From an optimization exercise on the open Yosys and OpenROAD flow, aimed at small area, a short achievable clock period and few clock cycles per item; shortcuts taken in it are not production practice. At most, simulation tests tie the RTL to the original design; equivalence was not proved. The RTL of run 1 was laid out without a check of its function. Power is estimated from default activity; no workload was simulated.

$ cat flow/config.mk
export PLATFORM = sky130hd
export DESIGN_NAME = x64ptw
export DESIGN_NICKNAME = x64ptw
export VERILOG_FILES = /design/flow/design.v
export SDC_FILE = /design/flow/constraint.sdc
export NUM_CORES = 4
export LEC_CHECK = 0
export ABC_CLOCK_PERIOD_IN_PS = 2000
export CAP_MARGIN = 20
export CORE_AREA = 5 5 195 195
export CTS_BUF_LIST = sky130_fd_sc_hd__clkbuf_8 sky130_fd_sc_hd__clkbuf_16
export CTS_CLUSTER_SIZE = 12
export DIE_AREA = 0 0 200 200
export PLACE_DENSITY = 0.65
export SETUP_SLACK_MARGIN = 2.2
export SLEW_MARGIN = 20
export TNS_END_PERCENT = 10
$ cat flow/constraint.sdc
create_clock -name core_clock -period 6.0 [get_ports {clk}]
set_input_delay 1.2000 -clock core_clock [delete_from_list [all_inputs] [get_ports {clk}]]
set_output_delay 1.2000 -clock core_clock [all_outputs]
set_load 0.01 [all_outputs]
$ cat flow/design.v
`timescale 1ns/1ps
module x64ptw_entry_decode (
    input  wire [1:0]  lv,
    input  wire [63:0] raw,
    output wire        leaf,
    output wire        big1g,         
    output wire        big2m,         
    output wire [4:0]  frame_shift,
    output wire [27:0] frame_ref,
    output wire        dirty,
    output wire        global_pg,
    output wire        pat,
    output wire [63:0] reserved,
    output wire        faulty
);
    wire l1 = (lv == 2'd0);
    wire l2 = (lv == 2'd1);
    wire l3 = (lv == 2'd2);
    wire l4 = (lv == 2'd3);
    assign big1g     = l3 & raw[7];
    assign big2m     = l2 & raw[7];
    assign leaf      = l1 | big1g | big2m;
    assign dirty     = leaf & raw[6];
    assign global_pg = leaf & raw[8];
    assign pat       = l1 ? raw[7] : ((big1g | big2m) & raw[12]);
    assign frame_shift = big1g ? 5'd30 : big2m ? 5'd21 : 5'd12;
    assign frame_ref[9:0]   = big1g ? raw[39:30] : big2m ? raw[30:21] : raw[21:12];
    assign frame_ref[18:10] = big1g ? 9'd0 : big2m ? raw[39:31] : raw[30:22];
    assign frame_ref[27:19] = (big1g | big2m) ? 9'd0 : raw[39:31];
    assign reserved[6:0]   = 7'd0;
    assign reserved[7]     = l4 & raw[7];
    assign reserved[12:8]  = 5'd0;
    assign reserved[20:13] = (big1g | big2m) ? raw[20:13] : 8'd0;
    assign reserved[29:21] = big1g ? raw[29:21] : 9'd0;
    assign reserved[39:30] = 10'd0;
    assign reserved[51:40] = raw[51:40];
    assign reserved[63:52] = 12'd0;
    assign faulty = (|raw[51:40]) | (l4 & raw[7]) |
                    ((big1g | big2m) & (|raw[20:13])) | (big1g & (|raw[29:21]));
endmodule
`timescale 1ns/1ps
module x64ptw (
    input  wire        clk,
    input  wire        rst,
    input  wire        cmd_valid,
    output wire        cmd_ready,
    input  wire [63:0] cmd_root,
    input  wire [63:0] cmd_va,
    input  wire        abort_req,
    output wire        mem_req_valid,
    input  wire        mem_req_ready,
    output wire [63:0] mem_req_addr,
    input  wire        mem_rsp_valid,
    input  wire [63:0] mem_rsp_data,
    input  wire        mem_rsp_err,
    output wire        ent_valid,
    output wire [2:0]  ent_level,
    output wire [8:0]  ent_index,
    output wire [63:0] ent_table_base,
    output wire [63:0] ent_raw,
    output wire        ent_leaf,
    output wire        ent_present,
    output wire        ent_writable,
    output wire        ent_user,
    output wire        ent_write_through,
    output wire        ent_cache_disable,
    output wire        ent_accessed,
    output wire        ent_exec_disable,
    output wire        ent_ps_valid,
    output wire        ent_ps,
    output wire        ent_dirty,
    output wire        ent_global,
    output wire        ent_pat,
    output wire [4:0]  ent_frame_shift,
    output wire [27:0] ent_frame_ref,
    output wire [63:0] ent_reserved,
    output wire        ent_faulty,
    output wire        rsp_valid,
    output wire [2:0]  rsp_status,
    output wire        rsp_mapped,
    output wire [63:0] rsp_page_base,
    output wire [4:0]  rsp_page_shift,
    output wire [29:0] rsp_page_offset,
    output wire [63:0] rsp_pa,
    output wire [2:0]  rsp_count,
    output wire [63:0] rsp_info
);
    reg        st_req;       
    reg        st_wait;      
    reg        st_done;      
    reg [1:0]  lv_q;         
    reg [11:3] lo_q;         
    reg        cy_q;         
    reg [11:3] nxt_lo_q;     
    reg        nxt_cy_q;     
    reg        nxt_canon;    
    reg        nxt_ok;       
    reg [47:0] va_q;
    reg [63:0] base_q;       
    wire [63:0] raw = mem_rsp_data;
    function [8:0] va_index(input [1:0] lv, input [47:0] va);
        case (lv)
            2'd3:    va_index = va[47:39];
            2'd2:    va_index = va[38:30];
            2'd1:    va_index = va[29:21];
            default: va_index = va[20:12];
        endcase
    endfunction
    wire [8:0]  index     = va_index(lv_q, va_q);
    wire [1:0]  lv_next   = lv_q - 2'd1;
    wire [8:0]  index_nxt = va_index(lv_next, va_q);
    wire [63:0] cur_addr  = {base_q[63:12] + {51'd0, cy_q}, lo_q, base_q[2:0]};
    wire [9:0]  first_lo  = {1'b0, cmd_root[11:3]} + {1'b0, cmd_va[47:39]};
    wire        first_cy  = first_lo[9];
    wire canonical = (cmd_va[63:47] == 17'd0) || (cmd_va[63:47] == 17'h1FFFF);
    wire        d_leaf, d_big1g, d_big2m;
    wire [4:0]  d_shift;
    wire [27:0] d_frame;
    x64ptw_entry_decode u_dec (
        .lv         (lv_q),
        .raw        (raw),
        .leaf       (d_leaf),
        .big1g      (d_big1g),
        .big2m      (d_big2m),
        .frame_shift(d_shift),
        .frame_ref  (d_frame),
        .dirty      (ent_dirty),
        .global_pg  (ent_global),
        .pat        (ent_pat),
        .reserved   (ent_reserved),
        .faulty     (ent_faulty)
    );
    wire answer   = st_wait & mem_rsp_valid;
    wire stop     = mem_rsp_err | !raw[0] | d_leaf | abort_req;
    wire w_end    = answer & stop;                
    wire w_next   = answer & !stop;               
    wire idle     = !(st_req | st_wait | st_done);
    assign cmd_ready = idle | st_done | w_end;
    wire accept      = cmd_valid & cmd_ready;
    wire first_req   = accept & nxt_ok & nxt_canon & !nxt_cy_q;
    assign mem_req_valid = st_req | w_next | first_req;
    assign mem_req_addr  = (st_wait & !stop) ? {24'd0, raw[39:12], index_nxt, 3'b000} :
                           st_req ? cur_addr : {cmd_root[63:12], nxt_lo_q, cmd_root[2:0]};
    always @(posedge clk) begin
        nxt_lo_q  <= first_lo[8:0];
        nxt_cy_q  <= first_cy;
        nxt_canon <= canonical;
        nxt_ok    <= cmd_valid & !accept;
    end
    always @(posedge clk) begin
        if (rst) begin
            st_req  <= 1'b0;
            st_wait <= 1'b0;
            st_done <= 1'b0;
        end else if (accept) begin
            st_req  <= canonical & !(nxt_ok & !nxt_cy_q & mem_req_ready);
            st_wait <= canonical & nxt_ok & !nxt_cy_q & mem_req_ready;
            st_done <= !canonical;
        end else if (w_next) begin
            st_req  <= !mem_req_ready;
            st_wait <= mem_req_ready;
        end else begin
            if (st_req & mem_req_ready) begin
                st_req  <= 1'b0;
                st_wait <= 1'b1;
            end
            if (w_end)
                st_wait <= 1'b0;
            st_done <= 1'b0;
        end
    end
    always @(posedge clk) begin
        if (cmd_ready) begin
            va_q   <= cmd_va[47:0];
            base_q <= {canonical ? cmd_root[63:48] : cmd_va[63:48], cmd_root[47:0]};
            lv_q   <= 2'd3;
            lo_q   <= first_lo[8:0];
            cy_q   <= first_cy;
        end else if (w_next) begin
            base_q <= {24'd0, raw[39:12], 12'd0};
            lv_q   <= lv_next;
            lo_q   <= index_nxt;
            cy_q   <= 1'b0;
        end
    end
    assign ent_valid         = answer & !mem_rsp_err;
    assign ent_level         = {1'b0, lv_q} + 3'd1;
    assign ent_index         = index;
    assign ent_table_base    = base_q;
    assign ent_raw           = raw;
    assign ent_leaf          = d_leaf;
    assign ent_present       = raw[0];
    assign ent_writable      = raw[1];
    assign ent_user          = raw[2];
    assign ent_write_through = raw[3];
    assign ent_cache_disable = raw[4];
    assign ent_accessed      = raw[5];
    assign ent_exec_disable  = raw[63];
    assign ent_ps_valid      = (lv_q != 2'd0);
    assign ent_ps            = (lv_q != 2'd0) & raw[7];
    assign ent_frame_shift   = d_shift;
    assign ent_frame_ref     = d_frame;
    wire mapped = st_wait & !mem_rsp_err & raw[0] & d_leaf;
    wire [29:0] offset = d_big1g ? va_q[29:0] :
                         d_big2m ? {9'd0, va_q[20:0]} : {18'd0, va_q[11:0]};
    wire [39:0] pbase  = {raw[39:30],
                          d_big1g ? 9'd0 : raw[29:21],
                          (d_big1g | d_big2m) ? 9'd0 : raw[20:12],
                          12'd0};
    assign rsp_valid       = st_done | w_end;
    assign rsp_status      = st_done ? 3'd1 :
                             mem_rsp_err ? 3'd2 :
                             (raw[0] & !d_leaf) ? 3'd7 : 3'd0;
    assign rsp_mapped      = mapped;
    assign rsp_page_base   = mapped ? {24'd0, pbase} : 64'd0;
    assign rsp_page_shift  = mapped ? d_shift : 5'd0;
    assign rsp_page_offset = mapped ? offset : 30'd0;
    assign rsp_pa          = mapped ? {24'd0, pbase | {10'd0, offset}} : 64'd0;
    assign rsp_count       = st_done ? 3'd0 : ({1'b0, ~lv_q} + {2'd0, !mem_rsp_err});
    assign rsp_info        = st_done ? {base_q[63:48], va_q} : mem_rsp_err ? cur_addr : 64'd0;
endmodule
$ cat flow/flow/run.sh
#!/bin/bash
# Standard layout with plain buffers (not delay cells) on the ports, adders
# left to abc as plain gates (no ripple half/full adder cells), and pins
# allowed one track apart so that the die can be smaller.
set -euo pipefail
export BUFFER_PORTS_ARGS="-buffer_cell sky130_fd_sc_hd__buf_1"
export ADDER_MAP_FILE=
export PLACE_PINS_ARGS="-min_distance 1 -min_distance_in_tracks"
bash standard.sh > standard.log 2>&1
$ cat flow/standard.sh
#!/bin/bash
# synth_recipe.tcl (not shown) runs the flow's synth.tcl, then flattens the netlist and writes it again
# the make line also repeats each setting of config.mk as NAME=value (left out here)
make -C /OpenROAD-flow-scripts/flow DESIGN_CONFIG=/design/flow/config.mk WORK_HOME=/design/flow/orfs CLKGATE_MAP_FILE= SYNTH_SCRIPT=/design/flow/synth_recipe.tcl "${@:-finish}"
==> results.yml, run 1 <==
sta:
  min_period_ns: 4.104
  holdWs_ns: 0.6296
  grt_setup_unrepaired: "true"
  hold_violations: 0
  maxSlewViolCount: 0
  fmax_ghz: 0.2437
  relSlewSlack: 0.3899
  tns_ns: 0
  period_share: 0.6840
  skew_ns: 0.01571
  worst_pin_slew_ns: 0.9118
  finalSetupViolCount: 0
critical_path:
  critical_path.cell_chain: "and4_4, and4_4, nand4_4, buf_12, nor2_2, nand3_1, xor2_1, o31ai_1, buf_1"
  endpoint_kind: "primary output"
  cp.arrival_ns: 2.90
  r2r-start: "lv_q[0]$_SDFFE_PN1P_"
  crit_top_cell: "and4_4"
  critPathMaxStageDelay_ns: 0.37
  critPathRequiredTime_ns: 4.80
  crit_fanout: 6
  crit_slowest_cell: "edfxtp_1"
  start_kind: "flip-flop"
  startpoint: "base_q[13]$_DFFE_PP_"
  crit_type: "flip-flop to primary output"
cells_and_area:
  drive_gt1_frac: 0.1556
  fin_util: 0.4282
  finalNonFillerCells: 2400
  syn2layout_area_growth_pct: 29.17
  layout.nets: 2121
floorplan:
  rows: 69
  start_util: 0.3315
  pin_count: 752
  die_h_um: 200
  dieArea_um2: 40000
  core_um2: 35570
  die_w_um: 200
yosys:
  yosysTopAreaCell: "edfxtp_1"
  synthArstFlopShare: 0
  synth_top_family_by_area: "simple AND/OR/NAND/NOR gates"
  netlist.area_leader.share: 0.3107
  syn_inst: 1411
  ys.flop_type: "edfxtp_1"
  synth_xor_area_frac: 0.05273
  synth_fa_ha_area_frac: 0.004244
  ys_ff_latch: 139
  synth-compound-area-share: 0.1271
  yosysWarnings: 1
  ys_top_cells_by_area: "edfxtp_1, buf_4, nand2_1"
  yosys.area_share.simple: 0.2089
  synth.avg_cell_area_um2: 8.358
  synth-edff-count: 122
  ys_seq_area_frac: 0.3395
  ys_types: 61
  syn_area_um2: 11790
  synth_mux_area_frac: 0.09294
cts:
  htreeDepth: 4
  cts.clk_slew.worst_paths_ns: 0.07
  cts_buffers: 17
  cts_tree: "done"
  holdBufCountCts: 0
  clkSinkCount: 139
  clockBufferDepth: 2
  clk_latency_ns: 0.45
  cts_root_buf: "clkbuf_16"
grt:
  grt_max_degree: 75
  first_global_vias: 11690
  antenna_found_initial: 7
  grt-ovfl-total: 0
  grt_usage: 0.2698
  grt_pass1_wl_um: 79330
routing:
  antenna_left: 0
  avgViaCountPerCell: 5.425
  routed_wl_um: 58910
  initialDrtViolationCount: 1423
  vias: 13020
  routedWlPerCell_um: 24.54
  post-route-drc-count: 0
  drtPass1Iterations: 5
power:
  p_leak_nw: 5.876
  peakVddDrop_mv: 0.2043
  p_per_area_nw_per_um2: 235.2
status:
  run_status: "timing/DRC/antenna clean"
placement:
  dp_cells: 2291
  place.gp.congestion: 0.9838
  hpwlAfterDp_um: 43320
  portBuffers: 610
hold_path:
  hp-class: "flip-flop to flip-flop"
  hold_path.startpoint: "nxt_cy_q$_DFF_P_"
run:
  drv_cap: 0
state kept, by name (all words and copies together) (netlist names):
signal / cells
va_q: 48
base_q: 64
lo_q: 9
nxt_cy_q: 1
nxt_canon: 1
nxt_ok: 1
st_done: 1
nxt_lo_q: 9
cy_q: 1
lv_q: 2
st_req: 1
st_wait: 1
cells in the final DEF, fill, tap and decap left out, types with 12 or more instances in the layout:
cell type,netlist,routed
nor3_1,16,14
nand2_1,216,196
nor2_1,91,86
dfxtp_1,17,13
a22o_1,13,13
xnor2_1,38,38
nand2_2,0,14
mux2i_1,33,33
o21ai_0,119,93
buf_6,0,14
o21ai_1,1,18
nand3_1,24,20
and3_1,27,23
and2_1,65,63
nand4_1,12,12
a21oi_1,71,68
conb_1,2,95
clkbuf_16,0,19
inv_1,33,31
buf_1,13,573
buf_2,7,30
mux4_2,18,18
o22ai_1,14,13
xor2_1,33,32
mux2_2,32,32
edfxtp_1,122,122
buf_4,207,63
kinds of logic after synthesis:
group | Yosys count
AND/OR/NAND/NOR | 511
buffers and inverters | 337
AO/OA/AOI/OAI | 263
flip-flops | 139
multiplexers | 83
XOR/XNOR | 71
adder cells (fa/ha/maj) | 5
other | 2
cell usage after synthesis, types with 24 or more instances:
cell,number
edfxtp_1,122
mux2_2,32
xor2_1,33
mux2i_1,33
clkbuf_1,74
and2_1,65
o21ai_0,119
nand2_1,216
and3_1,27
buf_4,207
a21oi_1,71
inv_1,33
xnor2_1,38
nand3_1,24
nor2_1,91
power breakdown:
part           internal [mW]  switching [mW]
Clock                  0.587           0.494
Sequential              1.23           0.201
Combinational          0.378           0.698
per-stage QoR:
| step | power, mW | worst slack [ns] | instance area (um2) |
|---|---|---|---|
| floorplan | 1.997 | 2.137 | 12150 |
| global route | 3.721 | 1.771 | 15220 |
| global placement | 2.392 | 1.121 | 13260 |
| detailed placement | 2.403 | 1.114 | 13270 |
| CTS | 3.546 | 1.856 | 14800 |
| finish | 3.583 | 1.896 | 15230 |
critical path: cells and delay by family, from the launching register on:
| family | cells | cell delay, ns |
|---|---|---|
| DFF | 1 | 0.37 |
| buffers and inverters | 2 | 0.43 |
| and+or+nand+nor | 5 | 1.14 |
| AOI/OAI and AO/OA | 1 | 0.33 |
| xor gates and xnor gates | 1 | 0.20 |
area by class of cell:
cell class                      instances  area [um2]
Antenna cell                            4       10.01
Clock buffer                           17       425.4
Clock inverter                         15       161.4
Fill cell                            3616       20340
Inverter                               36       173.9
Multi-Input combinational cell       1028        6528
Sequential cell                       139        4019
Tap cell                              461       576.8
Timing Repair Buffer                  697        3314
Timing Repair inverter                  3       23.77
path summary, 6_finish.rpt:
path / end / slack, ns / depth (start not counted)
max: rsp_info[43] / 1.90 / 9
min: st_wait$_SDFFE_PP0P_ / 0.63 / 4
max reg2reg: lo_q[8]$_DFFE_PP_ / 3.14 / 10
min reg2reg: st_wait$_SDFFE_PP0P_ / 0.63 / 4
repair_timing:
action / 4_1_cts / 5_1_grt
resized for setup: 146 / 69
setup buffers: 40 / 21
cloned: 10 / 2
pin swaps: 24 / 14
endpoints found under the setup margin: 269 / 223
layer usage:
metal | global-route usage | routed length (um) | vias up
li1 | - | - | 5639
met1 | 0.3526 | 22490 | 6182
met2 | 0.4230 | 26360 | 984
met3 | 0.05639 | 6460 | 212
met4 | 0.1391 | 3562 | 4
met5 | 0 | 31 | -
==> inputs of run 2 (changes only) <==
--- a/flow/design.v
+++ b/flow/design.v
@@ -109,7 +109,20 @@
     wire [8:0]  index     = va_index(lv_q, va_q);
     wire [1:0]  lv_next   = lv_q - 2'd1;
     wire [8:0]  index_nxt = va_index(lv_next, va_q);
-    wire [63:0] cur_addr  = {base_q[63:12] + {51'd0, cy_q}, lo_q, base_q[2:0]};
+    function [51:0] prefix_and(input [51:0] b);
+        integer k, i;
+        begin
+            prefix_and = b;
+            for (k = 0; k < 6; k = k + 1)
+                for (i = 0; i < 52; i = i + 1)
+                    if (i[k])
+                        prefix_and[i] = prefix_and[i] &
+                                        prefix_and[(i & ~((2 << k) - 1)) | ((1 << k) - 1)];
+        end
+    endfunction
+    wire [51:0] base_ones = prefix_and(base_q[63:12]);
+    wire [63:0] cur_addr  = {base_q[63:12] ^ ({base_ones[50:0], 1'b1} & {52{cy_q}}),
+                             lo_q, base_q[2:0]};
     wire [9:0]  first_lo  = {1'b0, cmd_root[11:3]} + {1'b0, cmd_va[47:39]};
     wire        first_cy  = first_lo[9];
     wire canonical = (cmd_va[63:47] == 17'd0) || (cmd_va[63:47] == 17'h1FFFF);
--- a/flow/config.mk
+++ b/flow/config.mk
@@ -7,11 +7,11 @@
 export LEC_CHECK = 0
 export ABC_CLOCK_PERIOD_IN_PS = 2000
 export CAP_MARGIN = 20
-export CORE_AREA = 5 5 195 195
+export CORE_AREA = 5 5 175 175
 export CTS_BUF_LIST = sky130_fd_sc_hd__clkbuf_8 sky130_fd_sc_hd__clkbuf_16
 export CTS_CLUSTER_SIZE = 12
-export DIE_AREA = 0 0 200 200
-export PLACE_DENSITY = 0.65
+export DIE_AREA = 0 0 180 180
+export PLACE_DENSITY = 0.7
 export SETUP_SLACK_MARGIN = 2.2
 export SLEW_MARGIN = 20
 export TNS_END_PERCENT = 10
==> run 2 against run 1 <==
Register-to-register slack better by 0.18 ns. Critical path depth is 1 lower. Highest routed layer unchanged. Power is 10% lower. Global-route usage is 5.8 points higher.
==> results.yml, run 2 <==
critical_path:
  cp.arrival_ns: 2.77
  r2r_cells: 6
  r2r-start: "st_wait$_SDFFE_PP0P_"
  critPathRequiredTime_ns: 4.80
  crit_fanout: 6
  reg2reg_slack_ns: 3.32
  crit_type: "flip-flop to primary output"
  endpoint_kind: "primary output"
  start_kind: "flip-flop"
  reg2reg_to: "lo_q[4]$_DFFE_PP_"
grt:
  grt_max_degree: 75
  first_global_vias: 13020
  grt_usage: 0.3282
  grt_pass1_wl_um: 82410
  grt-ovfl-total: 0
  antenna_found_initial: 7
sta:
  fmax_ghz: 0.2518
  grt_setup_unrepaired: "true"
  relSlewSlack: 0.2523
  fin_ws_ns: 2.028
  finalSetupViolCount: 0
  skew_ns: 0.01535
  hold_violations: 0
  worst_pin_slew_ns: 1.122
  min_period_ns: 3.972
  period_share: 0.6620
  holdWs_ns: 0.6525
  maxSlewViolCount: 0
  tns_ns: 0
yosys:
  yosysTopAreaCell: "edfxtp_1"
  ys_ff_latch: 139
  synth-edff-count: 122
  ys_seq_area_frac: 0.3323
  synth.avg_cell_area_um2: 7.886
  syn_inst: 1528
  yosysWarnings: 1
  yosysMostFrequentCell: "nand2_1"
  synthArstFlopShare: 0
  netlist.area_leader.share: 0.3040
  ys_types: 68
  ys_top_cells_by_area: "edfxtp_1, buf_4, nand2_1"
  yosys-top-cells-count: "nand2_1, buf_4, edfxtp_1, o21ai_0, nor2_1"
  syn_area_um2: 12050
  ys.flop_type: "edfxtp_1"
cells_and_area:
  largest-register: "base_q"
  syn2layout_area_growth_pct: 27.27
  layout_common_cells: "buf_1, nand2_1, edfxtp_1"
  stdcell_area_um2: 15340
  reg_top3: "base_q x64, va_q x48"
  fin_util: 0.5358
  mostFrequentLayoutCell: "buf_1"
  fill_cells: 2806
  drive_gt1_frac: 0.1287
  largest_register_ffs: 64
  layout.nets: 2230
hold_path:
  hp-class: "flip-flop to flip-flop"
  hold_path.startpoint: "nxt_cy_q$_DFF_P_"
  hold_depth: 2
  whs_endpoint: "st_req$_SDFFE_PP0P_"
floorplan:
  rows: 62
  die_w_um: 180
  pin_count: 752
  dieArea_um2: 32400
  die_h_um: 180
  start_util: 0.4210
  core_um2: 28630
run:
  drv_cap: 0
routing:
  routed_wl_um: 58220
  drtPass1Iterations: 7
  avgViaCountPerCell: 5.674
  routedWlPerCell_um: 23.94
  antenna_left: 0
  vias: 13800
  initialDrtViolationCount: 1670
  post-route-drc-count: 0
cts:
  cts_buffers: 17
  clockBufferDepth: 2
  clk_latency_ns: 0.43
  htreeDepth: 4
  cts.clk_slew.worst_paths_ns: 0.07
  cts_root_buf: "clkbuf_16"
  cts_tree: "done"
  clkSinkCount: 139
placement:
  place_worst_setup_slack_ns: 1.061
  hpwlAfterDp_um: 42610
  portBuffers: 610
  place.gp.congestion: 1.054
  dpl_cell_area_um2: 13320
power:
  peakVddDrop_mv: 0.1694
  p_per_area_nw_per_um2: 209.2
  p_leak_nw: 6.166
status:
  run_status: "timing/DRC/antenna clean"
==> run 2: cell types whose count changed in the layout (fill, tap and decap cells not counted), sizes merged, moves of 16 or more <==
cell,previous run,this run
a21oi,71,103
mux2,32,8
nor2,91,115
mux4,18,2
nand2,216,237
nor3,17,34
==> run 2: cell families after synthesis <==
family,count (synthesis),synth area share
multiplexers,35,0.03198
buffers and inverters,354,0.1783
adder cells (fa/ha/maj),3,0.002492
AO/OA/AOI/OAI,335,0.1655
flip-flops,139,0.3323
other,2,0.0006232
XOR/XNOR,68,0.04942
AND/OR/NAND/NOR,592,0.2394
==> run 2: worst max-delay path, stage by stage, from the launching register on <==
cell	delay, ns
edfxtp_1	0.38
and4_4	0.26
nand4_4	0.14
or4_4	0.63
clkbuf_16	0.21
nor2_4	0.12
nand2_2	0.08
o311ai_2	0.32
buf_2	0.21
==> run 2: repair_timing <==
| item | 4_1_cts | 5_1_grt |
|---|---|---|
| resized for setup | 126 | 46 |
| buffers inserted | 39 | 29 |
| hold buffers | 0 | 0 |
| pin swaps | 11 | 11 |
| setup endpoints to repair | 271 | 232 |
| gates cloned | 7 | 4 |
==> run 2: worst max path at each step <==
stage	startpoint	end	slack, ns	depth (start not counted)
4_1_cts	cy_q$_SDFFCE_PP0P_	rsp_info[54]	2.06	8
5_1_grt	base_q[20]$_DFFE_PP_	rsp_info[51]	1.96	7
2_1_floorplan	mem_rsp_data[0]	mem_req_addr[14]	2.17	7
6_report	base_q[20]$_DFFE_PP_	rsp_info[54]	2.03	8
3_5_place_dp	mem_rsp_data[0]	mem_req_addr[34]	1.06	8
3_3_place_gp	mem_rsp_data[0]	mem_req_addr[38]	1.14	8
==> run 2: metrics by stage <==
step                      instances  power, mW
after floorplan                1621      1.753
after global placement         2317      2.007
after detailed placement       2317      2.017
after CTS                      2395      3.164
after global routing           2432      3.325
final                          2432      3.208
==> run 2: where the power goes <==
part / total, mW / internal, mW / switching (mW)
logic: 0.825 / 0.283 / 0.543
registers: 1.27 / 1.16 / 0.110
clock network: 1.11 / 0.662 / 0.451
==> run 2: final cells by class <==
| type | instances | area (um2) | share of cell area |
|---|---|---|---|
| clock inverters | 15 | 186.4 | 0.01216 |
| inverters | 39 | 177.7 | 0.01159 |
| repair buffers | 703 | 3412 | 0.2225 |
| repair inverters | 2 | 12.51 | 0.0008159 |
| flip-flops and latches | 139 | 4019 | 0.2621 |
| diodes | 4 | 10.01 | 0.0006527 |
| clock buffers | 17 | 425.4 | 0.02774 |
| multi-input cells | 1129 | 6613 | 0.4312 |
| well taps | 384 | 480.5 | 0.03133 |
==> run 2: metal layers <==
metal  vias up  wire length [um]  GRT usage
met5         -                37          0
met4         6              3712     0.1966
met3       251              6465    0.09923
met2      1073             25820     0.5059
met1      6456             22180     0.4053
li1       6014                 -          -
Testbench counts of run 2, summed over its fixed seeds: cycles 21,377, walks 3,200.
==> inputs of run 3 (changes only) <==
--- a/flow/config.mk
+++ b/flow/config.mk
@@ -7,11 +7,11 @@
 export LEC_CHECK = 0
 export ABC_CLOCK_PERIOD_IN_PS = 2000
 export CAP_MARGIN = 20
-export CORE_AREA = 5 5 175 175
+export CORE_AREA = 5 5 195 195
 export CTS_BUF_LIST = sky130_fd_sc_hd__clkbuf_8 sky130_fd_sc_hd__clkbuf_16
 export CTS_CLUSTER_SIZE = 12
-export DIE_AREA = 0 0 180 180
-export PLACE_DENSITY = 0.7
+export DIE_AREA = 0 0 200 200
+export PLACE_DENSITY = 0.65
 export SETUP_SLACK_MARGIN = 2.2
 export SLEW_MARGIN = 20
-export TNS_END_PERCENT = 10
+export TNS_END_PERCENT = 25
==> run 3 against run 2 <==
Die area grew 23%. Fmax decreased by 0.46%. Critical endpoint is now mem_req_addr[34]. Largest cell class unchanged. Combinational power up 3.6%. Highest routed layer unchanged. Non-clock buffer count grew 14. Sequential share of layout area is 0.20 points lower. Sequential power about the same. Cell count grew 4.2%. Clock-buffer cell count did not move.
==> results.yml, run 3 <==
sta:
  period_share: 0.6651
  tns_ns: 0
  grt_setup_unrepaired: "true"
  holdWs_ns: 0.6103
  skew_ns: 0.02222
  min_period_ns: 3.990
  hold_violations: 0
  relSlewSlack: 0.3822
  worst_pin_slew_ns: 0.9267
  maxSlewViolCount: 0
  fmax_ghz: 0.2506
  finalSetupViolCount: 0
yosys:
  ys_types: 68
  synth-edff-count: 122
  ys_top_cells_by_area: "edfxtp_1, buf_4, nand2_1"
  yosysMostFrequentCell: "nand2_1"
  synthArstFlopShare: 0
  yosys-top-cells-count: "nand2_1, buf_4, edfxtp_1, o21ai_0, nor2_1"
  netlist.area_leader.share: 0.3040
  ys_seq_area_frac: 0.3323
  ys_ff_latch: 139
  ys.flop_type: "edfxtp_1"
  syn_area_um2: 12050
  yosysWarnings: 1
  synth.avg_cell_area_um2: 7.886
  yosysTopAreaCell: "edfxtp_1"
  syn_inst: 1528
critical_path:
  crit_type: "input port to primary output"
  start_kind: "input port"
  critPathMaxStageDelay_ns: 0.25
  crit_fanout: 25
  critical_path.cell_chain: "buf_2, nor2b_4, nor2b_4, nand3_2, buf_6, and3_1, a21oi_1, o21ai_0, buf_1"
  critPathRequiredTime_ns: 4.80
  crit_slowest_cell: "buf_6"
  timing.critical_path.buf_inv: 3
  endpoint_kind: "primary output"
  cp.arrival_ns: 2.79
  cp_top_family: "simple AND/OR/NAND/NOR gates"
  crit_top_cell: "nor2b_4"
floorplan:
  dieArea_um2: 40000
  rows: 69
  pin_count: 752
  die_h_um: 200
  start_util: 0.3388
  die_w_um: 200
  core_um2: 35570
placement:
  hpwlAfterDp_um: 46800
  place.gp.congestion: 0.9792
  portBuffers: 610
power:
  internal_power_mw: 2.029
  p_clk_frac: 0.328
  p_leak_nw: 6.293
  power_mw: 3.172
  sw_frac_of_total: 0.3604
  combPwrFrac: 0.270
  p_per_area_nw_per_um2: 205.2
  seqPwrFrac: 0.402
  switchingPower_mw: 1.143
  peakVddDrop_mv: 0.1583
cts:
  clkSinkCount: 139
  cts_root_buf: "clkbuf_16"
  cts_tree: "done"
  cts.clk_slew.worst_paths_ns: 0.06
  cts_buffers: 17
  clk_latency_ns: 0.43
  clockBufferDepth: 2
  htreeDepth: 4
  holdBufCountCts: 0
cells_and_area:
  mostFrequentLayoutCell: "buf_1"
  reg_top3: "base_q x64, va_q x48"
  fill_cells: 3729
  largest-register: "base_q"
  layout.nets: 2245
  syn2layout_area_growth_pct: 28.25
  drive_gt1_frac: 0.1442
  largest_register_ffs: 64
  layout_common_cells: "buf_1, nand2_1, edfxtp_1"
routing:
  post-route-drc-count: 0
  initialDrtViolationCount: 1208
  routedWlPerCell_um: 25.01
  drtPass1Iterations: 5
  routed_wl_um: 63340
  antenna_left: 0
  vias: 13740
  avgViaCountPerCell: 5.423
run:
  drv_cap: 0
grt:
  antenna_found_initial: 14
  grt_pass1_wl_um: 83870
  grt-ovfl-total: 0
  grt_usage: 0.2830
  grt_max_degree: 75
  first_global_vias: 12500
hold_path:
  hp-class: "flip-flop to flip-flop"
status:
  run_status: "timing/DRC/antenna clean"
[run 3: worst paths after layout]
path,endpoint,slack (ns),startpoint,cells after the start
setup / recovery,mem_req_addr[34],2.01,mem_rsp_data[0],9
hold / removal,lv_q[1]$_SDFFE_PN1P_,0.61,lv_q[1]$_SDFFE_PN1P_,2
setup reg to reg,lo_q[9]$_DFFE_PP_,2.93,st_done$_SDFFE_PP0P_,7
hold reg to reg,lv_q[1]$_SDFFE_PN1P_,0.61,lv_q[1]$_SDFFE_PN1P_,2
[run 3: final cells by class]
type	count	area, um2	area share
sequential	139	4019	0.2600
inverter	39	168.9	0.01093
tap	461	576.8	0.03732
clock inverter	15	127.6	0.008258
clock buffer	17	425.4	0.02753
antenna	13	32.53	0.002105
multi-input combinational	1130	6670	0.4316
timing repair inverter	2	15.01	0.0009715
timing repair buffer	717	3420	0.2213
[run 3: stage by stage]
step | setup WS [ns] | instance area, um2 | instances | utilization
finish | 2.010 | 15450 | 2533 | 0.4345
global route | 1.936 | 15450 | 2531 | 0.4344
floorplan | 2.174 | 12420 | 1621 | -
CTS | 2.003 | 14790 | 2471 | 0.4158
detailed placement | 0.9216 | 13430 | 2394 | 0.3776
global placement | 1.032 | 13420 | 2394 | 0.3773
[run 3: metal layers]
metal	vias up	GRT usage	part of all wire
met1	6548	0.3553	0.39
li1	6044	-	-
met4	6	0.1467	0.058
met2	945	0.4476	0.45
met3	194	0.07620	0.11
met5	-	0	0.00082
[run 3: cell families (layout without fill, tap and decap cells)]
logic type,after synthesis,after routing,share of synthesized area
AO/OA/AOI/OAI,335,335,0.1655
other,2,108,0.0006232
multiplexers,35,35,0.03198
adder cells (fa/ha/maj),3,3,0.002492
flip-flops,139,139,0.3323
XOR/XNOR,68,68,0.04942
buffers and inverters,354,790,0.1783
AND/OR/NAND/NOR,592,594,0.2394
[run 3: repair_timing]
| item | in CTS | in global routing |
|---|---|---|
| pin swaps | 14 | 17 |
| setup endpoints to repair | 272 | 218 |
| hold endpoints to repair | 0 | 0 |
| resized for setup | 113 | 88 |
| buffers inserted | 39 | 47 |
| cloned | 6 | 2 |
[run 3: power groups by stage]
stage	clock network, mW	registers, mW	logic [mW]
floorplan	0	1.26	0.492
global placement	0	1.30	0.725
detailed placement	0	1.30	0.728
CTS	1.05	1.28	0.767
global route	1.10	1.28	0.906
finish	1.04	1.28	0.855
[run 3: worst min-delay path: cells and delay by family (launching register included)]
family	cells	cell delay (ns)
AOI/OAI and AO/OA	1	0.10
DFF	1	0.42
and+or+nand+nor	1	0.05
==> inputs of run 4 (changes only) <==
--- a/flow/config.mk
+++ b/flow/config.mk
@@ -14,4 +14,4 @@
 export PLACE_DENSITY = 0.65
 export SETUP_SLACK_MARGIN = 2.2
 export SLEW_MARGIN = 20
-export TNS_END_PERCENT = 25
+export TNS_END_PERCENT = 10
==> run 4 against run 3 <==
Sequential share of layout area grew 0.17 points. Wire length shrank 0.54%. Highest routed layer unchanged. Cell count is essentially flat. Worst setup slack gained 0.00053 ns. Largest cell class unchanged. Fmax is essentially flat. Utilization shrank 0.29 points. Worst hold slack lost 0.0019 ns. Still clean on timing, DRC and antenna. Clock power is essentially flat. Die area is the same. Critical path type is now flip-flop to primary output. Combinational power shrank 0.8%. Synthesized area is the same.
==> results.yml, run 4 <==
cts:
  cts_buffers: 17
  htreeDepth: 4
  clockBufferDepth: 2
  cts_tree: "done"
  cts.clk_slew.worst_paths_ns: 0.06
  cts_root_buf: "clkbuf_16"
  clk_latency_ns: 0.43
  holdBufCountCts: 0
  clkSinkCount: 139
cells_and_area:
  largest_register_ffs: 64
  stdcell_area_um2: 15350
  fill_cells: 3731
  layout.nets: 2244
  layout_common_cells: "buf_1, nand2_1, edfxtp_1"
  largest-register: "base_q"
  syn2layout_area_growth_pct: 27.40
  drive_gt1_frac: 0.1336
  reg_top3: "base_q x64, va_q x48"
  mostFrequentLayoutCell: "buf_1"
grt:
  grt_max_degree: 75
  grt_use_met2: 0.4482
  first_global_vias: 12490
  grt-busiest-layer: "met2"
  grt_util_met3: 0.07721
  met1_usage: 0.3554
  grt_usage: 0.2829
  grt_pass1_wl_um: 83790
  antenna_found_initial: 14
  grt-ovfl-total: 0
sta:
  relSlewSlack: 0.4077
  skew_ns: 0.02124
  maxSlewViolCount: 0
  worst_pin_slew_ns: 0.8885
  tns_ns: 0
  hold_violations: 0
  grt_setup_unrepaired: "true"
  fin_ws_ns: 2.010
  fmax_ghz: 0.2506
  min_period_ns: 3.990
  period_share: 0.6650
  finalSetupViolCount: 0
yosys:
  synth-edff-count: 122
  yosysWarnings: 1
  ys_seq_area_frac: 0.3323
  ys_top_cells_by_area: "edfxtp_1, buf_4, nand2_1"
  netlist.area_leader.share: 0.3040
  ys_ff_latch: 139
  syn_area_um2: 12050
  synthArstFlopShare: 0
  yosys-top-cells-count: "nand2_1, buf_4, edfxtp_1, o21ai_0, nor2_1"
  syn_inst: 1528
  ys.flop_type: "edfxtp_1"
  ys_types: 68
  synth.avg_cell_area_um2: 7.886
  yosysMostFrequentCell: "nand2_1"
  yosysTopAreaCell: "edfxtp_1"
critical_path:
  cp_top_family: "simple AND/OR/NAND/NOR gates"
  crit_type: "flip-flop to primary output"
  r2r-start: "st_done$_SDFFE_PP0P_"
  cp.arrival_ns: 2.79
  critPathRequiredTime_ns: 4.80
  startpoint: "base_q[31]$_DFFE_PP_"
  crit_fanout: 12
  crit_slowest_cell: "or4_4"
  start_kind: "flip-flop"
  endpoint_kind: "primary output"
  critPathMaxStageDelay_ns: 0.63
  critical_path.cell_chain: "and3_4, nand4_1, or4_4, buf_12, or3_1, a31oi_2, buf_2"
  timing.critical_path.buf_inv: 2
floorplan:
  pin_count: 752
  die_h_um: 200
  dieArea_um2: 40000
  start_util: 0.3388
  die_w_um: 200
  rows: 69
  core_um2: 35570
placement:
  portBuffers: 610
  place.gp.congestion: 0.9792
  place_worst_setup_slack_ns: 0.9216
  dpl_cell_area_um2: 13430
  hpwlAfterDp_um: 46800
power:
  switchingPower_mw: 1.134
  sw_frac_of_total: 0.3589
  peakVddDrop_mv: 0.1567
  p_per_area_nw_per_um2: 205.8
  seqPwrFrac: 0.404
  combPwrFrac: 0.268
  p_clk_frac: 0.328
  internal_power_mw: 2.026
  p_leak_nw: 6.217
routing:
  avgViaCountPerCell: 5.423
  routed_wl_um: 63000
  antenna_left: 0
  initialDrtViolationCount: 1313
  vias: 13730
  post-route-drc-count: 0
  drtPass1Iterations: 6
  routedWlPerCell_um: 24.89
hold_path:
  hp-class: "flip-flop to flip-flop"
  hold_path.startpoint: "lv_q[1]$_SDFFE_PN1P_"
status:
  run_status: "timing/DRC/antenna clean"
run:
  drv_cap: 0
[run 4: cell counts after synthesis]
Identical to the previous run, type by type.
[run 4: path summary, 6_finish.rpt]
kind	endpoint	slack (ns)	depth (start not counted)
setup / recovery	mem_req_addr[50]	2.01	7
hold / removal	lv_q[1]$_SDFFE_PN1P_	0.61	2
setup reg to reg	lo_q[10]$_DFFE_PP_	2.96	7
hold reg to reg	lv_q[1]$_SDFFE_PN1P_	0.61	2
[run 4: per-layer routing]
metal	wire (um)	vias to the layer above
met5	52	-
met4	3392	6
met3	7046	173
met2	28420	954
met1	24090	6540
li1	-	6053
[run 4: final cells by class]
| cell class | count | area, um2 | share of cell area |
|---|---|---|---|
| Multi-Input combinational cell | 1130 | 6628 | 0.4317 |
| Sequential cell | 139 | 4019 | 0.2618 |
| Timing Repair Buffer | 716 | 3364 | 0.2192 |
| Tap cell | 461 | 576.8 | 0.03757 |
| Clock buffer | 17 | 425.4 | 0.02771 |
| Inverter | 39 | 168.9 | 0.01100 |
| Clock inverter | 15 | 127.6 | 0.008313 |
| Antenna cell | 12 | 30.03 | 0.001956 |
| Timing Repair inverter | 2 | 12.51 | 0.0008150 |
[run 4: worst reg2reg max path, cell delays in order (launching register included)]
cell and delay, ns:
dfxtp_4 0.56, buf_6 0.56, nor2_1 0.29, and2_2 0.29
inv_4 0.10, buf_4 0.67, nor2_1 0.15, a21o_1 0.17
[run 4: what timing repair did]
action / in CTS / in global routing
setup endpoints to repair: 272 / 220
setup buffers: 38 / 47
resized for setup: 108 / 61
pin swaps: 14 / 13
cloned: 6 / 2
[run 4: cell families after synthesis]
family          after synthesis  synth area share
mux                          35           0.03198
simple gates                592            0.2394
xor+xnor                     68           0.04942
flops                       139            0.3323
compound gates              335            0.1655
fa+ha+maj                     3          0.002492
buf+inv                     354            0.1783
other cells                   2         0.0006232
[run 4: metrics by stage]
stage                     power [mW]  hold slack, ns  utilization  cells
after global placement         2.027          0.6240       0.3773   2394
after CTS                      3.099          0.6094       0.4148   2470
after detailed placement       2.031          0.6320       0.3776   2394
after global routing           3.279          0.6512       0.4315   2530
after floorplan                1.753          0.5826            -   1621
final                          3.159          0.6084       0.4316   2531
[run 4: power groups by stage]
stage,combinational [mW],clock (mW),sequential [mW]
finish,0.848,1.04,1.27
global route,0.902,1.09,1.28
global placement,0.725,0,1.30
CTS,0.767,1.05,1.28
floorplan,0.492,0,1.26
detailed placement,0.728,0,1.30
==> inputs of run 5 (changes only) <==
--- a/flow/config.mk
+++ b/flow/config.mk
@@ -12,6 +12,6 @@
 export CTS_CLUSTER_SIZE = 12
 export DIE_AREA = 0 0 200 200
 export PLACE_DENSITY = 0.65
-export SETUP_SLACK_MARGIN = 2.2
+export SETUP_SLACK_MARGIN = 1.6
 export SLEW_MARGIN = 20
 export TNS_END_PERCENT = 10
==> run 5 against run 4 <==
Still clean. Synthesized area unchanged. Clock skew down 0.015 ns. Combinational power down about 10%. Global-route usage down 1.3 points. Sequential cell count unchanged. Sequential power about the same. Wire length down 4.8%. Worst hold slack better by 0.023 ns. Cell count down 3.5%. Non-clock buffer count down 82. Synthesized cell count unchanged. Largest cell class unchanged.
==> results.yml, run 5 <==
status:
  run_status: "timing/DRC/antenna clean"
power:
  peakVddDrop_mv: 0.1574
  p_per_area_nw_per_um2: 218.4
  p_leak_nw: 5.476
  power_mw: 3.102
placement:
  portBuffers: 610
  place.gp.congestion: 0.9403
  place_worst_setup_slack_ns: 1.175
  hpwlAfterDp_um: 46080
  dp_cells: 2396
critical_path:
  reg2reg_slack_ns: 2.96
  crit_type: "input port to primary output"
  startpoint: "mem_rsp_err"
  r2r-start: "lv_q[1]$_SDFFE_PN1P_"
  critPathRequiredTime_ns: 4.80
  reg2reg_to: "lo_q[6]$_DFFE_PP_"
  crit_fanout: 38
  cp.arrival_ns: 3.15
  endpoint_kind: "primary output"
  start_kind: "input port"
  endpoint: "rsp_info[19]"
  r2r_cells: 7
hold_path:
  hp-class: "flip-flop to flip-flop"
floorplan:
  die_h_um: 200
  start_util: 0.3388
  rows: 69
  dieArea_um2: 40000
  die_w_um: 200
  pin_count: 752
  core_um2: 35570
sta:
  fmax_ghz: 0.2299
  finalSetupViolCount: 0
  min_period_ns: 4.349
  period_share: 0.7249
  skew_ns: 0.006200
  tns_ns: 0
  worst_pin_slew_ns: 0.9561
  relSlewSlack: 0.3626
  maxSlewViolCount: 0
  grt_setup_unrepaired: "true"
  fin_ws_ns: 1.651
  hold_violations: 0
yosys:
  synthArstFlopShare: 0
  ys_ff_latch: 139
  syn_area_um2: 12050
  yosys-top-cells-count: "nand2_1, buf_4, edfxtp_1, o21ai_0, nor2_1"
  yosysTopAreaCell: "edfxtp_1"
  syn_inst: 1528
  ys.flop_type: "edfxtp_1"
  yosysWarnings: 1
  ys_top_cells_by_area: "edfxtp_1, buf_4, nand2_1"
  ys_types: 68
  netlist.area_leader.share: 0.3040
  ys_seq_area_frac: 0.3323
  yosysMostFrequentCell: "nand2_1"
  synth-edff-count: 122
  synth.avg_cell_area_um2: 7.886
cells_and_area:
  largest_register_ffs: 64
  layout_common_cells: "buf_1, nand2_1, edfxtp_1"
  fill_cells: 3780
  largest-register: "base_q"
  mostFrequentLayoutCell: "buf_1"
  finalNonFillerCells: 2443
  reg_top3: "base_q x64, va_q x48"
  fin_util: 0.3993
  drive_gt1_frac: 0.06278
  syn2layout_area_growth_pct: 17.86
  layout.nets: 2161
grt:
  grt-busiest-layer: "met2"
  grt_pass1_wl_um: 80120
  grt_util_met3: 0.08828
  antenna_found_initial: 14
  grt_usage: 0.2697
  met1_usage: 0.3257
  grt_max_degree: 79
  first_global_vias: 12290
  grt-ovfl-total: 0
  grt_use_met2: 0.4294
cts:
  clkSinkCount: 139
  clk_latency_ns: 0.43
  cts_tree: "done"
  cts_root_buf: "clkbuf_16"
  cts.clk_slew.worst_paths_ns: 0.06
  cts_buffers: 17
  htreeDepth: 4
  clockBufferDepth: 2
routing:
  initialDrtViolationCount: 1173
  drtPass1Iterations: 5
  post-route-drc-count: 0
  vias: 13280
  routedWlPerCell_um: 24.56
  avgViaCountPerCell: 5.436
  antenna_left: 0
  routed_wl_um: 60000
run:
  drv_cap: 0
==> run 5: critical path, cell delays in order <==
cell	delay, ns
buf_1	0.11
buf_4	0.33
nand2b_2	0.57
o21ai_0	0.65
buf_1	0.24
==> run 5: worst min path at each step <==
stage | from | to | slack (ns) | depth (start not counted)
floorplan | nxt_cy_q$_DFF_P_ | st_req$_SDFFE_PP0P_ | 0.58 | 2
global route | nxt_cy_q$_DFF_P_ | st_req$_SDFFE_PP0P_ | 0.68 | 2
global placement | nxt_cy_q$_DFF_P_ | st_req$_SDFFE_PP0P_ | 0.62 | 2
finish | nxt_cy_q$_DFF_P_ | st_req$_SDFFE_PP0P_ | 0.63 | 2
detailed placement | nxt_cy_q$_DFF_P_ | st_wait$_SDFFE_PP0P_ | 0.63 | 5
CTS | nxt_cy_q$_DFF_P_ | st_wait$_SDFFE_PP0P_ | 0.63 | 5
==> run 5: timing repair <==
| item | in CTS | in global routing |
|---|---|---|
| resized for setup | 2 | 25 |
| gates cloned | 0 | 3 |
| endpoints found under the setup margin | 122 | 146 |
| buffers inserted | 0 | 5 |
| pin swaps | 0 | 1 |
| hold buffers | 0 | 0 |
| endpoints found under the hold margin | 0 | 0 |
==> run 5: area by class of cell <==
class	instances	area [um2]	share of cell area
diodes	7	17.52	0.001233
clock buffers	21	480.5	0.03383
repair buffers	634	2479	0.1745
well taps	461	576.8	0.04061
repair inverters	1	7.507	0.0005286
multi-input cells	1130	6372	0.4487
clock inverters	11	97.59	0.006872
flip-flops and latches	139	4014	0.2826
inverters	39	157.7	0.01110
==> run 5: layer usage <==
metal  vias up  routed length, um  part of all wire
met5         -                 90            0.0015
met4        14               3309             0.055
met3       179               6672              0.11
met2       872              27440              0.46
met1      6346              22480              0.37
li1       5868                  -                 -
==> run 5: stage by stage <==
step	hold slack, ns	area (um2)
2_1_floorplan	0.5826	12400
3_3_place_gp	0.6194	13430
3_5_place_dp	0.6286	13440
4_1_cts	0.6343	14020
5_1_grt	0.6753	14200
6_report	0.6309	14200
==> run 5: kinds of logic (layout without fill, tap and decap cells) <==
| group | Yosys count | after routing | share of synthesized area |
|---|---|---|---|
| adders and majority gates | 3 | 3 | 0.002492 |
| muxes | 35 | 35 | 0.03198 |
| DFF | 139 | 139 | 0.3323 |
| AOI/OAI and AO/OA | 335 | 335 | 0.1655 |
| buffers and inverters | 354 | 706 | 0.1783 |
| xor gates and xnor gates | 68 | 68 | 0.04942 |
| and+or+nand+nor | 592 | 594 | 0.2394 |
| other | 2 | 102 | 0.0006232 |
==> run 5: report_power, final <==
| group | total, mW | internal, mW | switching [mW] | leakage, nW |
|---|---|---|---|---|
| clock | 1.06 | 0.588 | 0.471 | 0.284 |
| combinational | 0.762 | 0.240 | 0.522 | 3.76 |
| sequential | 1.28 | 1.16 | 0.120 | 1.43 |
| total | 3.10 | 1.99 | 1.11 | 5.48 |
==> inputs of run 6 (changes only) <==
--- a/flow/config.mk
+++ b/flow/config.mk
@@ -12,6 +12,6 @@
 export CTS_CLUSTER_SIZE = 12
 export DIE_AREA = 0 0 200 200
 export PLACE_DENSITY = 0.65
-export SETUP_SLACK_MARGIN = 1.6
+export SETUP_SLACK_MARGIN = 1.9
 export SLEW_MARGIN = 20
 export TNS_END_PERCENT = 10
==> run 6 against run 5 <==
Via count increased by 1.6%. Synthesized cell count unchanged. Clock skew increased by 0.0050 ns. Sequential power about the same. Worst hold slack improved by 0.0028 ns. Fmax increased by 6.2%. Die area unchanged. Sequential cell count unchanged. Critical path depth increased by 1. Synthesized area unchanged. Register-to-register slack got worse by 0.34 ns. Critical endpoint is now ent_faulty. Largest cell class unchanged. Largest power group unchanged.
==> results.yml, run 6 <==
floorplan:
  die_w_um: 200
  dieArea_um2: 40000
  die_h_um: 200
  core_um2: 35570
  pin_count: 752
  start_util: 0.3388
  rows: 69
sta:
  hold_violations: 0
  min_period_ns: 4.097
  fin_ws_ns: 1.903
  period_share: 0.6829
  finalSetupViolCount: 0
  holdWs_ns: 0.6337
  tns_ns: 0
  maxSlewViolCount: 0
  skew_ns: 0.01122
  fmax_ghz: 0.2441
  grt_setup_unrepaired: "true"
  relSlewSlack: 0.4233
  worst_pin_slew_ns: 0.8651
cts:
  cts.clk_slew.worst_paths_ns: 0.06
  cts_tree: "done"
  htreeDepth: 4
  holdBufCountCts: 0
  clk_latency_ns: 0.43
  clkSinkCount: 139
  cts_buffers: 17
  cts_root_buf: "clkbuf_16"
  clockBufferDepth: 2
yosys:
  syn_area_um2: 12050
  netlist.area_leader.share: 0.3040
  ys_top_cells_by_area: "edfxtp_1, buf_4, nand2_1"
  yosysWarnings: 1
  ys_types: 68
  yosys-top-cells-count: "nand2_1, buf_4, edfxtp_1, o21ai_0, nor2_1"
  synth.avg_cell_area_um2: 7.886
  ys_ff_latch: 139
  synthArstFlopShare: 0
  yosysTopAreaCell: "edfxtp_1"
  yosysMostFrequentCell: "nand2_1"
  ys.flop_type: "edfxtp_1"
  syn_inst: 1528
  ys_seq_area_frac: 0.3323
  synth-edff-count: 122
cells_and_area:
  syn2layout_area_growth_pct: 22.06
  largest-register: "base_q"
  largest_register_ffs: 64
  finalNonFillerCells: 2480
  layout_common_cells: "buf_1, nand2_1, edfxtp_1"
  reg_top3: "base_q x64, va_q x48"
  mostFrequentLayoutCell: "buf_1"
  layout.nets: 2193
  drive_gt1_frac: 0.08271
power:
  power_mw: 3.153
  peakVddDrop_mv: 0.1324
  p_per_area_nw_per_um2: 214.3
  p_leak_nw: 5.697
routing:
  drtPass1Iterations: 6
  avgViaCountPerCell: 5.443
  post-route-drc-count: 0
  initialDrtViolationCount: 1343
  vias: 13500
  antenna_left: 0
  routed_wl_um: 61510
  routedWlPerCell_um: 24.80
grt:
  antenna_found_initial: 17
  grt-ovfl-total: 0
  grt_usage: 0.2764
  first_global_vias: 12030
  grt_pass1_wl_um: 81480
  grt_max_degree: 90
critical_path:
  cp.arrival_ns: 2.90
  crit_type: "input port to primary output"
  start_kind: "input port"
  critPathRequiredTime_ns: 4.80
  crit_fanout: 36
  endpoint_kind: "primary output"
placement:
  hpwlAfterDp_um: 46430
  portBuffers: 610
  dp_cells: 2396
  place.gp.congestion: 0.9967
  place_worst_setup_slack_ns: 1.250
run:
  drv_cap: 0
status:
  run_status: "timing/DRC/antenna clean"
hold_path:
  hp-class: "flip-flop to flip-flop"
==> run 6: cell counts after synthesis <==
No cell type changed its count.
==> run 6: area by class of cell <==
| cell class | count | area (um2) |
|---|---|---|
| Sequential cell | 139 | 4016 |
| Tap cell | 461 | 576.8 |
| Multi-Input combinational cell | 1130 | 6436 |
| Clock inverter | 13 | 135.1 |
| Timing Repair Buffer | 665 | 2861 |
| Clock buffer | 19 | 452.9 |
| Inverter | 39 | 185.2 |
| Fill cell | 3714 | 20860 |
| Timing Repair inverter | 2 | 15.01 |
| Antenna cell | 12 | 30.03 |
==> run 6: timing repair <==
action,CTS,global route
gates cloned,4,2
pin swaps,0,6
setup buffers,9,25
resized for setup,35,26
endpoints found under the setup margin,228,152
endpoints found under the hold margin,0,0
==> run 6: path summary, 6_finish.rpt <==
kind	depth (start not counted)	endpoint	slack (ns)	from
min	5	st_wait$_SDFFE_PP0P_	0.63	nxt_cy_q$_DFF_P_
min reg2reg	5	st_wait$_SDFFE_PP0P_	0.63	nxt_cy_q$_DFF_P_
max reg2reg	9	lo_q[10]$_DFFE_PP_	2.62	st_wait$_SDFFE_PP0P_
max	6	ent_faulty	1.90	mem_rsp_data[7]
==> run 6: per-layer routing <==
layer  share of wire  up-vias  track usage
li1                -     5949            -
met1            0.39     6370       0.3552
met2            0.44      968       0.4268
met3            0.12      197      0.07469
met4           0.054       14       0.1421
met5          0.0021        -      0.01075
==> run 6: cells by family (layout without fill, tap and decap cells) <==
family	count (synthesis)	count (layout)	synth area share
buffers and inverters	354	738	0.1783
AOI/OAI and AO/OA	335	335	0.1655
xor gates and xnor gates	68	68	0.04942
muxes	35	35	0.03198
DFF	139	139	0.3323
other	2	107	0.0006232
and+or+nand+nor	592	594	0.2394
adders and majority gates	3	3	0.002492
==> run 6: through the flow <==
step                  util  area [um2]
CTS                 0.4014       14280
detailed placement  0.3780       13450
global placement    0.3779       13440
global route        0.4134       14700
finish              0.4135       14710
floorplan                -       12400
==> run 6: critical path, stage by stage <==
cell and delay [ns]:
clkbuf_2 0.14, buf_4 0.28, nand2_2 0.32, clkinv_2 0.37, a221o_1 0.42, buf_1 0.14
==> run 6: power breakdown <==
group          switching, mW  internal [mW]  leakage [nW]  total (mW)
combinational          0.529          0.254          3.99       0.783
clock                  0.481          0.605         0.277        1.09
sequential             0.123           1.16          1.43        1.28
==> inputs of run 7 (changes only) <==
--- a/flow/design.v
+++ b/flow/design.v
@@ -95,6 +95,8 @@
     reg        nxt_cy_q;     
     reg        nxt_canon;    
     reg        nxt_ok;       
+    reg        nxt_c4_q;     
+    reg        nxt_c52_q;    
     reg [47:0] va_q;
     reg [63:0] base_q;       
     wire [63:0] raw = mem_rsp_data;
@@ -150,15 +152,21 @@
     wire idle     = !(st_req | st_wait | st_done);
     assign cmd_ready = idle | st_done | w_end;
     wire accept      = cmd_valid & cmd_ready;
-    wire first_req   = accept & nxt_ok & nxt_canon & !nxt_cy_q;
+    wire first_ok    = nxt_ok & nxt_canon & (!nxt_cy_q | nxt_c4_q | nxt_c52_q);
+    wire first_req   = accept & first_ok;
+    wire [3:0]  root_inc4 = cmd_root[15:12] + 4'd1;
+    wire [63:12] first_hi = {cmd_root[63:16] & {48{!(nxt_cy_q & nxt_c52_q)}},
+                             nxt_cy_q ? root_inc4 : cmd_root[15:12]};
     assign mem_req_valid = st_req | w_next | first_req;
     assign mem_req_addr  = (st_wait & !stop) ? {24'd0, raw[39:12], index_nxt, 3'b000} :
-                           st_req ? cur_addr : {cmd_root[63:12], nxt_lo_q, cmd_root[2:0]};
+                           st_req ? cur_addr : {first_hi, nxt_lo_q, cmd_root[2:0]};
     always @(posedge clk) begin
         nxt_lo_q  <= first_lo[8:0];
         nxt_cy_q  <= first_cy;
         nxt_canon <= canonical;
         nxt_ok    <= cmd_valid & !accept;
+        nxt_c4_q  <= (cmd_root[15:12] != 4'hF);
+        nxt_c52_q <= &cmd_root[63:12];
     end
     always @(posedge clk) begin
         if (rst) begin
@@ -166,8 +174,8 @@
             st_wait <= 1'b0;
             st_done <= 1'b0;
         end else if (accept) begin
-            st_req  <= canonical & !(nxt_ok & !nxt_cy_q & mem_req_ready);
-            st_wait <= canonical & nxt_ok & !nxt_cy_q & mem_req_ready;
+            st_req  <= canonical & !(first_ok & mem_req_ready);
+            st_wait <= canonical & first_ok & mem_req_ready;
             st_done <= !canonical;
         end else if (w_next) begin
             st_req  <= !mem_req_ready;
==> run 7 against run 6 <==
Power grew 16%. First-iteration DRC count is 1.8% lower. Worst hold slack got worse by 0.026 ns. Fmax down 2.0%. Design area is 2.2% higher. Global-route usage is 0.72 points higher. Utilization grew 0.91 points. Largest power group unchanged. Highest routed layer unchanged.
==> results.yml, run 7 <==
status:
  run_status: "timing/DRC/antenna clean"
cts:
  cts_buffers: 17
  cts.clk_slew.worst_paths_ns: 0.07
  clockBufferDepth: 2
  clkSinkCount: 141
  holdBufCountCts: 0
  cts_tree: "done"
  clk_latency_ns: 0.43
  cts_root_buf: "clkbuf_16"
  htreeDepth: 4
cells_and_area:
  mostFrequentLayoutCell: "buf_1"
  drive_gt1_frac: 0.09965
  fill_cells: 3732
  layout_common_cells: "buf_1, nand2_1, edfxtp_1"
  largest-register: "base_q"
  largest_register_ffs: 64
  finalNonFillerCells: 2473
  syn2layout_area_growth_pct: 23.08
  reg_top3: "base_q x64, va_q x48"
  layout.nets: 2193
yosys:
  synth-compound-area-share: 0.1211
  ys_types: 67
  yosysTopAreaCell: "edfxtp_1"
  ys_top_cells_by_area: "edfxtp_1, buf_4, nand2_1"
  syn_area_um2: 12210
  yosys.area_share.simple: 0.2437
  yosysMostFrequentCell: "nand2_1"
  synthArstFlopShare: 0
  synth.avg_cell_area_um2: 8.105
  synth_xor_area_frac: 0.05450
  synth_mux_area_frac: 0.07253
  synth_fa_ha_area_frac: 0.001639
  yosysWarnings: 1
  netlist.area_leader.share: 0.2999
  ys_seq_area_frac: 0.3311
  ys_ff_latch: 141
  synth-edff-count: 122
  ys.flop_type: "edfxtp_1"
  synth_top_family_by_area: "simple AND/OR/NAND/NOR gates"
  yosys-top-cells-count: "nand2_1, buf_4, edfxtp_1, nor2_1, o21ai_0"
  syn_inst: 1507
sta:
  fmax_ghz: 0.2391
  hold_violations: 0
  period_share: 0.6971
  holdWs_ns: 0.6074
  skew_ns: 0.009842
  finalSetupViolCount: 0
  min_period_ns: 4.183
  tns_ns: 0
  worst_pin_slew_ns: 1.090
  fin_ws_ns: 1.817
  grt_setup_unrepaired: "true"
  relSlewSlack: 0.2733
  maxSlewViolCount: 0
critical_path:
  critPathRequiredTime_ns: 4.80
  crit_fanout: 15
  r2r_cells: 8
  cp.arrival_ns: 2.98
  start_kind: "input port"
  reg2reg_slack_ns: 3.06
  endpoint_kind: "primary output"
  crit_type: "input port to primary output"
placement:
  dp_cells: 2380
  portBuffers: 610
  hpwlAfterDp_um: 47370
  place.gp.congestion: 1.062
  place_worst_setup_slack_ns: 1.214
routing:
  routedWlPerCell_um: 25.03
  post-route-drc-count: 0
  avgViaCountPerCell: 5.428
  antenna_left: 0
  vias: 13420
  initialDrtViolationCount: 1319
  routed_wl_um: 61910
  drtPass1Iterations: 29
grt:
  first_global_vias: 12440
  grt_usage: 0.2836
  grt_max_degree: 75
  antenna_found_initial: 8
  grt_pass1_wl_um: 83860
  grt-ovfl-total: 0
floorplan:
  rows: 69
  start_util: 0.3434
  die_w_um: 200
  die_h_um: 200
  core_um2: 35570
  dieArea_um2: 40000
  pin_count: 752
run:
  drv_cap: 0
hold_path:
  hold_depth: 2
  hp-class: "flip-flop to flip-flop"
power:
  p_leak_nw: 5.810
  peakVddDrop_mv: 0.1476
  p_per_area_nw_per_um2: 242.4
run 7: logic make-up (layout without fill, tap and decap cells):
kind of cell / count (synthesis) / in the layout
adders and majority gates: 2 / 2
DFF: 141 / 141
xor gates and xnor gates: 76 / 76
and+or+nand+nor: 616 / 618
buffers and inverters: 354 / 759
other: 2 / 100
muxes: 65 / 65
AOI/OAI and AO/OA: 251 / 251
run 7: metrics by stage:
stage,util,instance area [um2],power (mW)
floorplan,-,12570,2.051
global placement,0.3829,13620,2.463
detailed placement,0.3829,13620,2.473
CTS,0.4089,14540,3.600
global route,0.4226,15030,3.796
finish,0.4226,15030,3.644
run 7: cell type report:
type	instances	area, um2	share of cell area
tap	461	576.8	0.03837
sequential	141	4050	0.2694
clock buffer	20	489.2	0.03254
antenna	5	12.51	0.0008323
timing repair inverter	1	7.507	0.0004994
multi-input combinational	1107	6658	0.4429
inverter	46	182.7	0.01215
clock inverter	12	105.1	0.006991
timing repair buffer	680	2952	0.1963
run 7: worst max-delay path, stage by stage:
cell and delay, ns:
buf_2 0.15, nor2b_1 0.12, nor2_1 0.06, nor2_2 0.17
inv_2 0.08, nor3_4 0.30, nand2_4 0.10, buf_4 0.18
clkbuf_16 0.19, mux2_2 0.28, buf_1 0.15
run 7: what timing repair did:
item,in CTS,in global routing
buffers inserted,15,36
cloned,2,3
resized for setup,42,31
pin swaps,4,12
setup endpoints to repair,209,146
run 7: layer usage:
layer  global-route usage  routed length [um]
met5                    0                  27
met1               0.3669               23720
met4               0.1381                3474
met2               0.4451               28220
met3              0.06999                6475
run 7: worst paths after layout:
kind | to | from
worst max register to register | lo_q[11]$_DFFE_PP_ | st_done$_SDFFE_PP0P_
worst min register to register | lv_q[1]$_SDFFE_PP1P_ | lv_q[1]$_SDFFE_PP1P_
worst max-delay path | mem_req_addr[24] | mem_rsp_data[7]
worst min-delay path | lv_q[1]$_SDFFE_PP1P_ | lv_q[1]$_SDFFE_PP1P_
run 7: power breakdown:
group / internal (mW) / switching (mW) / total, mW
Sequential: 1.24 / 0.167 / 1.41
Combinational: 0.364 / 0.766 / 1.13
Clock: 0.635 / 0.470 / 1.11
Total: 2.24 / 1.40 / 3.64
Testbench counts of run 7, summed over its fixed seeds: cycles 20,914, walks 3,200.

afterwards: timing with drivers on the ports:
How much do the figures lean on ideal ports? The routed layouts below were timed once more, with nothing changed but the port constraints.
Step 1 sets driving cells, clkbuf_16 on the clock port and buf_2 on the other inputs (assumed; they add their load-dependent delay and slew).
Step 2 moves the port delays by t, midway between the first and last clock arrival at a register: inputs arrive t later, outputs are due t later. That takes back most of the time a late clock gives input paths.
a / b / c = ideal / step 1 / step 2; a / b = the first two.
run	t, ns	setup WS [ns]	worst slew at a driven data input, ns
run 1	0.495	1.896 / 1.844 / 1.866	0.16
run 2	0.471	2.028 / 1.981 / 1.942	0.13
run 3	0.466	2.010 / 1.966 / 1.918	0.17
run 4	0.462	2.010 / 1.963 / 1.946	0.17
run 5	0.472	1.651 / 1.565 / 1.565	0.11
run 6	0.469	1.903 / 1.808 / 1.808	0.12
run 7	0.475	1.817 / 1.793 / 1.793	0.12
After both steps setup and hold are still met in every run listed. For run 6, which loses most, drivers alone change the setup slack by -0.095 ns; drivers and shift together by -0.095 ns.
